This is an optimization exercise on Yosys and OpenROAD, whose aim is small area, a short achievable clock period and few clock cycles, not a production implementation. In this exercise RTL edits were held to simulation tests only and were not proved equivalent to the original. Power and IR drop assume default switching activity.

### flow/design.v
module t1_crc16_byte (
    input  wire [15:0] crc_in,
    input  wire [7:0]  data,
    output wire [15:0] crc_out
);
    wire [7:0] x = crc_in[7:0] ^ data;
    wire p04 = x[0] ^ x[4];
    wire p15 = x[1] ^ x[5];
    wire p26 = x[2] ^ x[6];
    wire p37 = x[3] ^ x[7];
    assign crc_out = {p37, p26, p15, p04, x[3],
                      x[2] ^ p37, x[1] ^ p26, x[0] ^ p15,
                      p04 ^ crc_in[15], x[3] ^ crc_in[14], x[2] ^ crc_in[13], x[1] ^ crc_in[12],
                      x[0] ^ p37 ^ crc_in[11], p26 ^ crc_in[10], p15 ^ crc_in[9], p04 ^ crc_in[8]};
endmodule
module t1_check_pcb (
    input  wire [7:0] pcb,
    input  wire       ns_slave,
    input  wire       ns_master,
    input  wire       orig_chained,
    input  wire [7:0] last_tx_pcb,
    output reg  [2:0] code
);
    wire is_i = !pcb[7];
    wire is_r = pcb[7] && !pcb[6];
    wire rsv_ok = is_i ? (pcb[4:0] == 5'd0) :
                  is_r ? (pcb[6:5] == 2'd0 && pcb[3:2] == 2'd0) :
                         !pcb[4];
    wire seq_ok = is_i ? (pcb[6] == ns_slave) :
                  is_r ? (orig_chained || (pcb[4] == ns_master)) :
                         1'b1;
    wire sent_s_req = (last_tx_pcb[7:6] == 2'b11) && !last_tx_pcb[5];
    wire match_ok   = !sent_s_req || (pcb == (last_tx_pcb | 8'h20));
    always @* begin
        if (!rsv_ok)        code = 3'd2;
        else if (!seq_ok)   code = 3'd4;
        else if (!match_ok) code = 3'd5;
        else                code = 3'd0;
    end
endmodule
module t1_check_len (
    input  wire [7:0] pcb,
    input  wire [7:0] len,
    output reg        len_ok
);
    always @* begin
        if (len == 8'd255)
            len_ok = 1'b0;
        else if (!pcb[7])
            len_ok = 1'b1;                  
        else if (!pcb[6])
            len_ok = (len == 8'd0);
        else begin
            case (pcb[3:0])
                4'h1, 4'h3: len_ok = (len == 8'd1);
                4'h0, 4'h2: len_ok = (len == 8'd0);
                4'hF:       len_ok = 1'b1;
                default:    len_ok = 1'b0;
            endcase
        end
    end
endmodule
module t1_tx_framer (
    input  wire       clk,
    input  wire       rst,
    input  wire       in_valid,
    output wire       in_ready,
    input  wire [7:0] in_data,
    input  wire       in_crc,
    output reg        out_valid,
    input  wire       out_ready,
    output reg  [7:0] out_data,
    output wire       out_last
);
    localparam S_NAD  = 3'd0;
    localparam S_PCB  = 3'd1;
    localparam S_LEN  = 3'd2;
    localparam S_DATA = 3'd3;
    localparam S_CK0  = 3'd4;
    localparam S_CK1  = 3'd5;
    reg  [2:0]  state;
    reg         use_crc;
    reg  [7:0]  remaining;
    reg  [15:0] acc;
    assign out_last = (state == S_NAD);
    reg  hdr_r, rbase;
    wire out_free = !out_valid || out_ready;
    wire hdr      = hdr_r;
    assign in_ready = rbase || (hdr_r && out_ready);
    wire load_b   = in_valid && in_ready;
    wire load_ck  = !hdr && out_free;
    wire        mode = (state == S_NAD) ? in_crc : use_crc;
    wire [15:0] crc_next;
    t1_crc16_byte u_crc (.crc_in(acc), .data(in_data), .crc_out(crc_next));
    reg [2:0] state_n;
    reg       ov_n;
    always @* begin
        state_n = state;
        ov_n    = out_valid && !out_ready;
        if (load_b) begin
            ov_n = 1'b1;
            case (state)
                S_NAD:   state_n = S_PCB;
                S_PCB:   state_n = S_LEN;
                S_LEN:   state_n = (in_data == 8'd0) ? S_CK0 : S_DATA;
                default: if (remaining == 8'd1) state_n = S_CK0;
            endcase
        end
        if (load_ck) begin
            ov_n    = 1'b1;
            state_n = (state == S_CK0 && use_crc) ? S_CK1 : S_NAD;
        end
    end
    always @(posedge clk) begin
        if (rst) begin
            state     <= S_NAD;
            out_valid <= 1'b0;
            acc       <= 16'hFFFF;
            hdr_r     <= 1'b1;
            rbase     <= 1'b1;
        end else begin
            if (out_free)
                out_valid <= 1'b0;
            if (load_b) begin
                out_valid <= 1'b1;
                out_data  <= in_data;
                acc       <= mode ? crc_next : {acc[15:8], acc[7:0] ^ in_data};
                case (state)
                    S_NAD: begin
                        use_crc <= in_crc;
                        state   <= S_PCB;
                    end
                    S_PCB: state <= S_LEN;
                    S_LEN: begin
                        remaining <= in_data;
                        state     <= (in_data == 8'd0) ? S_CK0 : S_DATA;
                    end
                    default: begin
                        remaining <= remaining - 8'd1;
                        if (remaining == 8'd1)
                            state <= S_CK0;
                    end
                endcase
            end
            hdr_r <= !state_n[2];
            rbase <= !state_n[2] && !ov_n;
            if (load_ck) begin
                out_valid <= 1'b1;
                out_data  <= ~acc[7:0];
                acc       <= {8'hFF, acc[15:8]};
                if (state == S_CK0 && use_crc) begin
                    state    <= S_CK1;
                end else begin
                    state    <= S_NAD;
                end
            end
        end
    end
endmodule
module t1_rx_deframer (
    input  wire        clk,
    input  wire        rst,
    input  wire        in_valid,
    output wire        in_ready,
    input  wire [7:0]  in_data,
    input  wire        in_crc,
    input  wire        ns_slave,
    input  wire        ns_master,
    input  wire        orig_chained,
    input  wire [7:0]  last_tx_pcb,
    output wire        data_valid,
    input  wire        data_ready,
    output wire [7:0]  data_out,
    output reg         stat_valid,
    input  wire        stat_ready,
    output reg  [7:0]  stat_nad,
    output reg  [7:0]  stat_pcb,
    output reg  [7:0]  stat_len,
    output wire [1:0]  stat_kind,
    output wire [15:0] stat_cksum,
    output reg  [2:0]  stat_code
);
    reg st_nad, st_pcb, st_len, st_data, st_drop, st_ck0, st_ck1;
    reg  [7:0]  h;
    reg         hv;
    reg         use_crc;
    reg  [7:0]  remaining;
    reg  [15:0] acc;
    reg         go;
    reg         rbase;
    reg         wait_nad;
    reg         data_valid_r;
    assign stat_cksum = acc;
    assign stat_kind  = {stat_pcb[7] & stat_pcb[6], stat_pcb[7] & ~stat_pcb[6]};
    assign data_out   = h;
    assign data_valid = data_valid_r;
    wire cons = go || (wait_nad && stat_ready) || (data_valid_r && data_ready);
    assign in_ready = rbase || (wait_nad && stat_ready) || (data_valid_r && data_ready);
    wire last = (st_ck0 && !use_crc) || st_ck1;
    wire data_end = (remaining == 8'd1);
    wire        mode     = st_nad ? in_crc : use_crc;
    wire [15:0] acc_base = acc | {16{st_nad}};
    wire [15:0] crc_next;
    t1_crc16_byte u_crc (.crc_in(acc_base), .data(h), .crc_out(crc_next));
    wire [15:0] acc_next = mode ? crc_next : {acc_base[15:8], acc_base[7:0] ^ h};
    wire [2:0] pcb_code;
    t1_check_pcb u_chk_pcb (
        .pcb         (h),
        .ns_slave    (ns_slave),
        .ns_master   (ns_master),
        .orig_chained(orig_chained),
        .last_tx_pcb (last_tx_pcb),
        .code        (pcb_code)
    );
    wire len_ok;
    t1_check_len u_chk_len (.pcb(stat_pcb), .len(h), .len_ok(len_ok));
    wire ck_match = (h == ~acc[7:0]);
    reg hv_n, nad_n, pcb_n, len_n, data_n, drop_n, ck0_n, ck1_n, sv_n;
    always @* begin
        hv_n   = in_ready ? in_valid : hv;
        nad_n  = st_nad;
        pcb_n  = st_pcb;
        len_n  = st_len;
        data_n = st_data;
        drop_n = st_drop;
        ck0_n  = st_ck0;
        ck1_n  = st_ck1;
        sv_n   = stat_valid && !stat_ready;
        if (cons) begin
            nad_n  = last;
            pcb_n  = st_nad;
            len_n  = st_pcb;
            data_n = (st_len && h != 8'd0) || (st_data && !data_end);
            drop_n = st_data && data_end && (&stat_len);
            ck0_n  = (st_len && h == 8'd0) || (st_data && data_end && !(&stat_len)) ||
                     st_drop;
            ck1_n  = st_ck0 && use_crc;
            if (last)
                sv_n = 1'b1;
        end
    end
    always @(posedge clk) begin
        if (rst) begin
            hv           <= 1'b0;
            st_nad       <= 1'b1;
            st_pcb       <= 1'b0;
            st_len       <= 1'b0;
            st_data      <= 1'b0;
            st_drop      <= 1'b0;
            st_ck0       <= 1'b0;
            st_ck1       <= 1'b0;
            stat_valid   <= 1'b0;
            go           <= 1'b0;
            rbase        <= 1'b1;
            wait_nad     <= 1'b0;
            data_valid_r <= 1'b0;
        end else begin
            hv           <= hv_n;
            st_nad       <= nad_n;
            st_pcb       <= pcb_n;
            st_len       <= len_n;
            st_data      <= data_n;
            st_drop      <= drop_n;
            st_ck0       <= ck0_n;
            st_ck1       <= ck1_n;
            stat_valid   <= sv_n;
            go           <= hv_n && ((!nad_n && !data_n) || (nad_n && !sv_n));
            rbase        <= !hv_n || (!nad_n && !data_n) || (nad_n && !sv_n);
            wait_nad     <= hv_n && nad_n;
            data_valid_r <= hv_n && data_n;
        end
        if (in_ready)
            h <= in_data;
        if (cons && !(st_ck0 || st_ck1))
            acc <= acc_next;
        if (cons && st_nad) begin
            stat_nad <= h;
            use_crc  <= in_crc;
        end
        if (cons && st_pcb) begin
            stat_pcb  <= h;
            stat_code <= pcb_code;
        end
        if (cons && st_len) begin
            stat_len  <= h;
            remaining <= {h[7:1], h[0] & ~(&h)};
            if (stat_code != 3'd2 && !len_ok)
                stat_code <= 3'd3;
        end
        if (cons && st_data)
            remaining <= remaining - 8'd1;
        if (cons && (st_ck0 || st_ck1)) begin
            acc <= use_crc ? {h, acc[15:8]} : {8'h00, h};
            if (!ck_match)
                stat_code <= 3'd1;
        end
    end
endmodule
module t1_codec (
    input  wire        clk,
    input  wire        rst,
    input  wire        tx_in_valid,
    output wire        tx_in_ready,
    input  wire [7:0]  tx_in_data,
    input  wire        tx_in_crc,
    output wire        tx_out_valid,
    input  wire        tx_out_ready,
    output wire [7:0]  tx_out_data,
    output wire        tx_out_last,
    input  wire        rx_in_valid,
    output wire        rx_in_ready,
    input  wire [7:0]  rx_in_data,
    input  wire        rx_in_crc,
    input  wire        rx_ns_slave,
    input  wire        rx_ns_master,
    input  wire        rx_orig_chained,
    input  wire [7:0]  rx_last_tx_pcb,
    output wire        rx_data_valid,
    input  wire        rx_data_ready,
    output wire [7:0]  rx_data,
    output wire        rx_stat_valid,
    input  wire        rx_stat_ready,
    output wire [7:0]  rx_stat_nad,
    output wire [7:0]  rx_stat_pcb,
    output wire [7:0]  rx_stat_len,
    output wire [1:0]  rx_stat_kind,
    output wire [15:0] rx_stat_cksum,
    output wire [2:0]  rx_stat_code
);
    t1_tx_framer u_tx (
        .clk      (clk),
        .rst      (rst),
        .in_valid (tx_in_valid),
        .in_ready (tx_in_ready),
        .in_data  (tx_in_data),
        .in_crc   (tx_in_crc),
        .out_valid(tx_out_valid),
        .out_ready(tx_out_ready),
        .out_data (tx_out_data),
        .out_last (tx_out_last)
    );
    t1_rx_deframer u_rx (
        .clk         (clk),
        .rst         (rst),
        .in_valid    (rx_in_valid),
        .in_ready    (rx_in_ready),
        .in_data     (rx_in_data),
        .in_crc      (rx_in_crc),
        .ns_slave    (rx_ns_slave),
        .ns_master   (rx_ns_master),
        .orig_chained(rx_orig_chained),
        .last_tx_pcb (rx_last_tx_pcb),
        .data_valid  (rx_data_valid),
        .data_ready  (rx_data_ready),
        .data_out    (rx_data),
        .stat_valid  (rx_stat_valid),
        .stat_ready  (rx_stat_ready),
        .stat_nad    (rx_stat_nad),
        .stat_pcb    (rx_stat_pcb),
        .stat_len    (rx_stat_len),
        .stat_kind   (rx_stat_kind),
        .stat_cksum  (rx_stat_cksum),
        .stat_code   (rx_stat_code)
    );
endmodule
### flow/flow/run.sh
#!/bin/bash
# The standard layout, with: plain buffers on the ports; sizing free to
# change a cell's footprint; a clock tree of larger clusters of small
# clock buffers without dummy loads; and an area-oriented ABC mapping
# script (flow/abc_area.script) in place of ORFS's (ABC_AREA is set).
# Everything else, registers included, is the standard synthesis and flow.
set -euo pipefail
here=$(pwd)
rm -rf "$here/scripts"
cp -r "$FLOW_HOME/scripts" "$here/scripts"
cp "$here/flow/abc_area.script" "$here/scripts/abc_area.script"
cat >> config.mk <<'MK'
export BUFFER_PORTS_ARGS = -buffer_cell sky130_fd_sc_hd__buf_1
export CTS_ARGS = -sink_clustering_enable -repair_clock_nets -dont_use_dummy_load -sink_clustering_size 20 -sink_clustering_max_diameter 80 -buf_list {sky130_fd_sc_hd__clkbuf_4 sky130_fd_sc_hd__clkbuf_8}
MK
bash standard.sh MATCH_CELL_FOOTPRINT=0 SCRIPTS_DIR="$here/scripts" finish > standard.log 2>&1
### flow/flow/abc_area.script
strash
dch -f
map -D 1000
topo
stime -c
buffer -c
upsize -c
dnsize -c
### flow/standard.sh
#!/bin/bash
# synth_recipe.tcl (not shown) runs the flow's synth.tcl, then flattens the netlist and writes it again
# the make line also repeats each setting of config.mk as NAME=value (left out here)
make -C /OpenROAD-flow-scripts/flow DESIGN_CONFIG=/design/flow/config.mk WORK_HOME=/design/flow/orfs CLKGATE_MAP_FILE= SYNTH_SCRIPT=/design/flow/synth_recipe.tcl "${@:-finish}"
### flow/config.mk
export PLATFORM = sky130hd
export DESIGN_NAME = t1_codec
export DESIGN_NICKNAME = t1_codec
export VERILOG_FILES = /design/flow/design.v
export SDC_FILE = /design/flow/constraint.sdc
export NUM_CORES = 4
export LEC_CHECK = 0
export ABC_AREA = 1
export CAP_MARGIN = 20
export CORE_MARGIN = 2
export CORE_UTILIZATION = 40
export SETUP_SLACK_MARGIN = 2.0
export SLEW_MARGIN = 20
export BUFFER_PORTS_ARGS = -buffer_cell sky130_fd_sc_hd__buf_1
export CTS_ARGS = -sink_clustering_enable -repair_clock_nets -dont_use_dummy_load -sink_clustering_size 20 -sink_clustering_max_diameter 80 -buf_list {sky130_fd_sc_hd__clkbuf_4 sky130_fd_sc_hd__clkbuf_8}
### flow/constraint.sdc
create_clock -name core_clock -period 4.0 [get_ports {clk}]
set_input_delay 0.8000 -clock core_clock [delete_from_list [all_inputs] [get_ports {clk}]]
set_output_delay 0.8000 -clock core_clock [all_outputs]
set_load 0.01 [all_outputs]
==> results.txt, run 1 <==
- After synthesis, the most frequently instantiated cells are sky130_fd_sc_hd__nand2_1 (111), sky130_fd_sc_hd__edfxtp_1 (74), sky130_fd_sc_hd__nor2_1 (63).
- CTS built an H-tree with a depth of 3.
- Based on the critical path, the design can be clocked at up to 0.490 GHz.
- The relative area change from synthesis to final layout is 19.9%.
- The die area is 15,400 um^2.
- The run finished with no timing, DRC or antenna violations.
- In the final layout, the share of cells above drive strength 1 is 0.151.
- The effective utilization at floorplan is 0.413.
- The switching power summed over all nets is 1.26 mW.
- The total wirelength of the detailed-routed design is 15,600 um.
- The prevailing post-synth register cell is sky130_fd_sc_hd__edfxtp_1.
- After detailed routing, the number of vias per cell comes to 5.32.
- The class of the most critical hold timing path is reg -> reg.
- For the pin with the worst max-slew slack, the measured transition is 532 ps.
- The share of the clock period used by the worst path after layout is 0.510.
- The nature of the critical path startpoint is a primary input.
- Measured along the x axis, the die boundary spans 124 um.
- The post-layout net count is 796.
- After synthesis the netlist holds a flip-flop and latch count of 112.
- IR analysis of the VDD net gives a maximum drop of 0.299 mV.
- By area the synthesized netlist is led by sky130_fd_sc_hd__edfxtp_1 (38%), sky130_fd_sc_hd__dfxtp_1 (13%), sky130_fd_sc_hd__nand2_1 (7.2%).
- At the worst endpoint, the arrival time is 1240 ps.
- The worst-case clock skew is 36.2 ps.
- The worst-path maximum fanout is 2.
- Buffers placed on the I/O ports in this run total 102.
- The number of antenna violations at the first check in global routing is 0.
- The latest clock arrival within the worst-skew pair is 390 ps.
- After detailed routing, the number of remaining DRC violations is 0.
- The number of stages on the worst hold path is 2.
- The count of pins over their slew limit is 0.
- The net count after synthesis is 664.
- Summed over all layers, the global routing overflow is 0.
- Counting the buffers created by CTS gives 9.
- For this run, the total global-route usage over all layers was measured as 0.208.
- Of the total power, the clock network draws 0.160.
- The minimum period implied by the final worst setup slack is 2040 ps.
- By instance count, the leading cell after synthesis is sky130_fd_sc_hd__nand2_1.
- The remaining max-slew budget at the tightest pin is 0.646.
- The number of global-route vias before repair came to 4,697.
- The cell depth of the worst flop-to-flop path is 7.
- The post-synthesis cell type count is 51.
- Entering global routing, the biggest net connects 27 pins.
- The last weighted congestion value of the routability-driven placer is 0.910.
- The final hold violation count came to 0.
- Of the post-synthesis cell area, the dominant cell type holds 0.385.
- After synthesis the cells add up to 5770 um^2.
- The share of power burned in registers is 0.485.
- The sequential element share of the synthesized area is 0.517.
- Of the total power, combinational logic draws 0.354.
- Setup repair after global routing could not meet its margin everywhere.
- The synthesized design spends more area on one cell type than any other, namely sky130_fd_sc_hd__edfxtp_1.
- The total clock sinks is 112.
- 103 I/O pins were placed.
- Clock-pin slew was measured on the worst setup and hold paths at 80 ps.
- The worst-case clock buffer depth is 2.
- The root cell of the clock tree is sky130_fd_sc_hd__clkbuf_8.
- The iteration count of the initial detailed-routing pass is 5.
- Summed over all nets, the half-perimeter wirelength after detailed placement is 10,800 um.
- The total internal power is 2.11 mW.
- Across all setup checks in the final design, the least slack found is 1960 ps.
- During synthesis, Yosys emitted a total of 4 warnings.
- The height of the die is 124 um.
- For this block, the initial DRC count from the detailed router was 309.
- The detail route stage leaves a number of antenna-violating nets equal to 0.
- The synthesized area per cell is 9.25 um^2.
- The analysis attributes to cell leakage a power of 2.59 nW.
- The category of the worst setup path capture point is an output port.
- The share of synthesized flip-flops with an asynchronous set or reset is 0.
- The max-capacitance violation count is 0.
- The required time at the worst-slack endpoint is 3200 ps.
- The global-route wire length before repair is 24,400 um.
- Dividing the detail-routed wire length by the instance count gives 16.7 um.
- The placement-stage cell area is 6310 um^2.
- The worst-case setup slack after placement is 1340 ps.
- The finished cells cover 6920 um^2.
- The number of fill cells in the layout is 1,325.
- Of the total power, the share spent switching nets is 0.374.
- The diode insertion count for antenna repair is 0.
- After floorplanning, the core was sized to cover 14,000 um^2.
- In this run, synthesis inferred 74 flip-flops with an integrated enable.
- The placement row count is 43.
- The TritonCTS clock tree is done.
- Setup violations remaining at the end of the flow were counted as 0.
- In this run the power density over the cells is 486 nW/um^2.
- The final setup TNS is 0 ps.
- The cell count after synthesis is 624.
- The critical path is of the in -> out type.
- The total via count in the routed design is 4,967.
kinds of logic (layout without fill, tap and decap cells):
logic type / Yosys count / after routing / share of synthesized area
muxes: 1 / 1 / 0.00195
xor gates and xnor gates: 56 / 56 / 0.0940
buffers and inverters: 74 / 204 / 0.0546
DFF: 112 / 112 / 0.517
AOI/OAI and AO/OA: 160 / 160 / 0.164
adders and majority gates: 4 / 4 / 0.00867
and+or+nand+nor: 217 / 217 / 0.160
layer usage:
layer  GRT usage  vias to the layer above  share of wire
li1            -                     2413              -
met1       0.256                     2357           0.42
met2       0.371                      170           0.51
met3      0.0371                       27          0.054
met4      0.0653                        0          0.022
met5           0                        -              0
final timing paths:
kind	start	to	slack [ps]
max	rx_data_ready	rx_in_ready	1960
max reg2reg	u_rx.h[0]	u_rx.stat_code[0]	2070
min	u_rx.st_len	u_rx.st_len	470
min reg2reg	u_rx.st_len	u_rx.st_len	470
placed cells by master (no fill, tap or decap), drive strengths merged, types with 10 or more instances in the layout:
cell type,Yosys,layout
dfxtp,38,38
inv,54,53
clkbuf,9,10
o21ai,71,71
xor2,37,37
nor2,66,66
xnor2,19,19
edfxtp,74,74
nand2,113,113
a21oi,43,43
buf,10,139
o211ai,15,15
power by group through the flow:
| stage | combinational (mW) | sequential (mW) | clock [mW] |
|---|---|---|---|
| after global placement | 1.06 | 1.65 | 0 |
| after CTS | 1.14 | 1.62 | 0.557 |
| after detailed placement | 1.07 | 1.65 | 0 |
| final | 1.19 | 1.63 | 0.540 |
| after global routing | 1.34 | 1.66 | 0.595 |
| after floorplan | 0.817 | 1.61 | 0 |
sequential cells by signal, summed over array words and instances (netlist names), 3 cells and up:
register,count
u_rx.acc,16
u_tx.acc,16
u_rx.h,8
u_rx.remaining,8
u_rx.stat_len,8
u_rx.stat_nad,8
u_rx.stat_pcb,8
u_tx.out_data,8
u_tx.remaining,8
u_rx.stat_code,3
u_tx.state,3
critical path: stages:
cell and delay (ps):
sky130_fd_sc_hd__buf_1 80, sky130_fd_sc_hd__nand2_2 90, sky130_fd_sc_hd__nand3b_1 120, sky130_fd_sc_hd__buf_2 160
per-stage QoR:
step                      instances   util  hold slack, ps  power, mW
after global routing            934  0.495             477       3.59
after global placement          889  0.451             450       2.72
after CTS                       927  0.480             469       3.32
final                           934  0.495             467       3.37
after detailed placement        889  0.451             455       2.73
after floorplan                 624      -             441       2.43
what timing repair did:
action                     4_1_cts  5_1_grt
pin swaps                        2       11
setup buffers                   29        7
hold buffers                     0        0
gates resized for setup         16       40
setup endpoints to repair       55       60
cell type report:
cell class / instances / area, um^2 / share of cell area
Tap cell: 180 / 225 / 0.0325
Inverter: 55 / 215 / 0.0311
Multi-Input combinational cell: 438 / 2640 / 0.381
Clock buffer: 9 / 124 / 0.0179
Sequential cell: 112 / 2990 / 0.432
Timing Repair Buffer: 140 / 728 / 0.105
Testbench counts, summed over its fixed seeds: cycles 17,575.
==> inputs of run 2 (changes only) <==
==> flow/flow/run.sh (replaced) <==
#!/bin/bash
# The standard layout, with: plain buffers on the ports; sizing free to
# change a cell's footprint; a clock tree of larger clusters of small
# clock buffers without dummy loads; and an delay-constrained (map -D), area-recovering ABC mapping
# script (flow/abc_area.script) in place of ORFS's (ABC_AREA is set).
# Everything else, registers included, is the standard synthesis and flow.
set -euo pipefail
here=$(pwd)
rm -rf "$here/scripts"
cp -r "$FLOW_HOME/scripts" "$here/scripts"
cp "$here/flow/abc_area.script" "$here/scripts/abc_area.script"
cat >> config.mk <<'MK'
export BUFFER_PORTS_ARGS = -buffer_cell sky130_fd_sc_hd__buf_1
export CTS_ARGS = -sink_clustering_enable -repair_clock_nets -dont_use_dummy_load -sink_clustering_size 30 -sink_clustering_max_diameter 80 -buf_list {sky130_fd_sc_hd__clkbuf_8}
MK
bash standard.sh MATCH_CELL_FOOTPRINT=0 SCRIPTS_DIR="$here/scripts" finish > standard.log 2>&1
--- a/flow/config.mk
+++ b/flow/config.mk
@@ -12,4 +12,4 @@
 export SETUP_SLACK_MARGIN = 2.0
 export SLEW_MARGIN = 20
 export BUFFER_PORTS_ARGS = -buffer_cell sky130_fd_sc_hd__buf_1
-export CTS_ARGS = -sink_clustering_enable -repair_clock_nets -dont_use_dummy_load -sink_clustering_size 20 -sink_clustering_max_diameter 80 -buf_list {sky130_fd_sc_hd__clkbuf_4 sky130_fd_sc_hd__clkbuf_8}
+export CTS_ARGS = -sink_clustering_enable -repair_clock_nets -dont_use_dummy_load -sink_clustering_size 30 -sink_clustering_max_diameter 80 -buf_list {sky130_fd_sc_hd__clkbuf_8}
==> run 2 against run 1 <==
  * Power stayed put
  * Count of clock-buffer cells in the layout stayed put
  * Synthesized cell count is the same
  * Synthesized area stayed put
  * First-iteration DRC count unchanged
  * Worst hold slack did not move
  * Fmax stayed put
  * Still clean
  * Clock power hardly changed
==> results.txt, run 2 <==
- The final standard cell count with taps included and fillers excluded is 934 (unchanged).
- The cell depth of the worst flop-to-flop path is 7 (unchanged).
- The number of remaining DRC errors is 0 (unchanged).
- The synthesized area per cell is 9.25 um^2 (unchanged).
- The total clock sinks is 112 (unchanged).
- The number of antenna violations at the first check in global routing came to 0 (unchanged).
- The diode insertion count for antenna repair was 0 (unchanged).
- The remaining max-slew budget at the tightest pin is 0.646 (unchanged).
- The core outline area is 14,000 um^2 (unchanged).
- The latest clock arrival within the worst-skew pair is 390 ps (about the same).
- The iteration-0 DRC count of the detailed router was 309 (unchanged).
- The last weighted congestion value of the routability-driven placer was 0.910 (unchanged).
- The routed via count divided by cell count is 5.32 (unchanged).
- The final worst setup slack is 1960 ps (unchanged).
- The TritonCTS clock tree is done (unchanged).
- The H-tree depth is 3 (unchanged).
- The maximum VDD drop is 0.299 mV (unchanged).
- The slew of the pin with the lowest slew margin is 532 ps (unchanged).
- The placement-stage cell area is 6310 um^2 (unchanged).
- The final hold violation count is 0 (unchanged).
- The worst-case clock skew is 36.2 ps (unchanged).
- The relative area change from synthesis to final layout is 19.9% (unchanged).
- The effective utilization at floorplan is 0.413 (unchanged).
- The share of synthesized flip-flops with an asynchronous set or reset is 0 (unchanged).
- The internal reg-to-reg setup slack was 2070 ps (about the same).
- The maximum number of pins on one net before global-route repair is 27 (unchanged).
- The per-cell routed wire length is 16.7 um (unchanged).
- The highest clock rate is 0.490 GHz (unchanged).
- The nature of the critical path startpoint is a primary input (unchanged).
- The cell count after synthesis came to 624 (unchanged).
- The leading cell type by number of instances after synthesis is sky130_fd_sc_hd__nand2_1 (unchanged).
- The overall die width is 124 um (unchanged).
- The post-layout net count is 796 (unchanged).
- The post-synthesis cell type count is 51 (unchanged).
- The number of global-route vias before repair is 4,697 (unchanged).
- The ratio of total power to cell area is 486 nW/um^2 (unchanged).
- The count of pins over their slew limit came to 0 (unchanged).
- The count of buffers from port buffering is 102 (unchanged).
- The remaining global-route overflow is 0 (unchanged).
- The commonest non-fill, non-tap cell in the layout is sky130_fd_sc_hd__nand2_1 (unchanged).
- The adder and majority gate portion of the synthesized area is 0.00867 (unchanged).
- The iteration count of the initial detailed-routing pass is 5 (unchanged).
- The total power of the final layout was 3.37 mW (unchanged).
- The share of the clock period used by the worst path after layout is 0.510 (unchanged).
- The leakage power of the design was 2.59 nW (unchanged).
- Top cells by count, synth: sky130_fd_sc_hd__nand2_1 (111), sky130_fd_sc_hd__edfxtp_1 (74), sky130_fd_sc_hd__nor2_1 (63) (unchanged).
- The number of hold buffers added after cts is 0 (unchanged).
- The global-route wire length before repair was 24,400 um (unchanged).
- The height of the die was 124 um (unchanged).
- The prevailing post-synth register cell is sky130_fd_sc_hd__edfxtp_1 (unchanged).
- The number of synthesized flops with an enable pin was 74 (unchanged).
- The sequential element share of the synthesized area came to 0.517 (unchanged).
- The post-route core utilization is 0.495 (unchanged).
- The total wirelength of the detailed-routed design came to 15,600 um (unchanged).
- The total via count in the routed design came to 4,967 (unchanged).
- The number of warnings issued by yosys is 4 (unchanged).
- Cell types with the largest area share after synthesis: sky130_fd_sc_hd__edfxtp_1 (38%), sky130_fd_sc_hd__dfxtp_1 (13%), sky130_fd_sc_hd__nand2_1 (7.2%) (unchanged).
- The end point of the most critical hold path was u_rx.st_len (unchanged).
- The number of stages on the worst hold path is 2 (unchanged).
- The worst flop-to-flop path endpoint is u_rx.stat_code[0] (unchanged).
- The fraction of post-synthesis cell area in the top cell type by area is 0.385 (unchanged).
- The flip-flop and latch count after synthesis is 112 (unchanged).
- The post-synthesis simple-gate area fraction is 0.160 (unchanged).
- The post-DP HPWL is 10,800 um (unchanged).
- The count of nets left with antenna violations after detail routing is 0 (unchanged).
- The root cell of the clock tree was sky130_fd_sc_hd__clkbuf_8 (unchanged).
- The final setup TNS was 0 ps (unchanged).
- The start point of the worst min-delay path is u_rx.st_len (unchanged).
- The max-capacitance violation count came to 0 (unchanged).
- The mux contribution to synthesized area is 0.00195 (unchanged).
- The number of setup violations in the final report is 0 (unchanged).
- The worst-path maximum fanout is 2 (unchanged).
- The synthesized-area fraction occupied by ao, oa, aoi and oai cells came to 0.164 (unchanged).
- The required time at the worst-slack endpoint is 3200 ps (about the same).
- The worst-case clock buffer depth came to 2 (unchanged).
- The number of fill cells in the layout is 1,325 (unchanged).
- The net count after synthesis is 664 (unchanged).
- The proportion of layout cells with a drive suffix above 1 is 0.151 (unchanged).
- The area share of xor/xnor cells in the synthesized design is 0.0940 (unchanged).
- Setup repair after global routing missed its margin: yes (unchanged).
- The library cell occupying the most area in the post-synthesis netlist is sky130_fd_sc_hd__edfxtp_1 (unchanged).
- The placement row count is 43 (unchanged).
- The critical setup path kind is in -> out (unchanged).
- The cell area after layout came to 6920 um^2 (unchanged).
- The class of the most critical hold timing path is reg -> reg (unchanged).
- The minimum period implied by the final worst setup slack is 2040 ps (unchanged).
- The clock-pin slew on the worst setup and hold paths is 80 ps (about the same).
- The number of ports placed on the die boundary is 103 (unchanged).
- Most frequent cells in the layout: sky130_fd_sc_hd__nand2_1 (104), sky130_fd_sc_hd__buf_1 (94), sky130_fd_sc_hd__edfxtp_1 (74) (unchanged).
- The die area is 15,400 um^2 (unchanged).
- Status: timing/DRC/antenna clean (unchanged).
- The reg-to-reg startpoint is u_rx.h[0] (unchanged).
- The main combinational cell family by area after synthesis is compound AO/OA/AOI/OAI gates (unchanged).
- Regs by FF count: u_rx.acc (16), u_tx.acc (16) (unchanged).
- The number of buffers created by CTS is 9 (unchanged).
- The endpoint arrival time on the critical path is 1240 ps (about the same).
- The overall fraction of global-route tracks in use is 0.208 (unchanged).
- The category of the worst setup path capture point is an output port (unchanged).
- The cell count after placement is 889 (unchanged).
- The cell area after synthesis was 5770 um^2 (unchanged).
- The worst hold slack after final layout is 467 ps (unchanged).
- The worst-case setup slack after placement is 1340 ps (unchanged).
[run 2: how the worst max path moves through the flow]
stage               cells past startpoint     startpoint           end  slack (ps)
floorplan                               2  rx_stat_ready   rx_in_ready        2010
global placement                        7   tx_out_ready   u_tx.acc[9]        1430
detailed placement                      7   tx_out_ready  u_tx.acc[14]        1340
CTS                                     4  rx_stat_ready   rx_in_ready        1920
global route                            4  rx_data_ready   rx_in_ready        1920
finish                                  4  rx_data_ready   rx_in_ready        1960
[run 2: cell families after synthesis]
family / after synthesis
xor+xnor: 56
flops: 112
buf+inv: 74
simple gates: 217
fa+ha+maj: 4
compound gates: 160
mux: 1
[run 2: what timing repair did]
action	CTS	global route
pin swaps	2	11
setup buffers	29	7
cloned	0	0
resized for setup	16	40
setup endpoints to repair	55	60
[run 2: cell type report]
cell class / count / area (um^2) / area share
Multi-Input combinational cell: 438 / 2640 / 0.381
Inverter: 55 / 215 / 0.0311
Sequential cell: 112 / 2990 / 0.432
Timing Repair Buffer: 140 / 728 / 0.105
Clock buffer: 9 / 124 / 0.0179
Tap cell: 180 / 225 / 0.0325
[run 2: critical path, cell delays in order]
cell and delay (ps):
sky130_fd_sc_hd__buf_1 80, sky130_fd_sc_hd__nand2_2 90, sky130_fd_sc_hd__nand3b_1 120, sky130_fd_sc_hd__buf_2 160
[run 2: where the power goes]
group | total (mW) | switching, mW | internal [mW]
registers | 1.63 | 0.188 | 1.45
clock network | 0.540 | 0.337 | 0.203
logic | 1.19 | 0.735 | 0.457
[run 2: per-layer routing]
| layer | global-route usage | vias to the layer above | wire, um |
|---|---|---|---|
| met5 | 0 | - | 0 |
| met3 | 0.0371 | 27 | 847 |
| met2 | 0.371 | 170 | 7940 |
| li1 | - | 2413 | - |
| met4 | 0.0653 | 0 | 346 |
| met1 | 0.256 | 2357 | 6500 |

## static timing again, ports no longer ideal
The flow's constraints put no driver on any port. The routed layouts listed below were extracted and timed again, unchanged, in two steps. Step 1 sets driving cells, clkbuf_16 on the clock port and buf_2 on the other inputs (assumed; they add their load-dependent delay and slew). Step 2 moves the port delays by t, midway between the first and last clock arrival at a register: inputs arrive t later, outputs are due t later. That takes back most of the time a late clock gives input paths. Slacks: no drivers / after step 1 / after step 2; pairs: no drivers / after step 1.
run	shift t [ns]	slack for setup (ns)	worst hold slack (ns)	worst setup path after step 2
run 1	0.406	1.959 / 1.934 / 1.689	0.467 / 0.467 / 0.467	input to register
run 2	0.406	1.959 / 1.934 / 1.689	0.467 / 0.467 / 0.467	input to register
After both steps setup and hold are still met in every run listed.
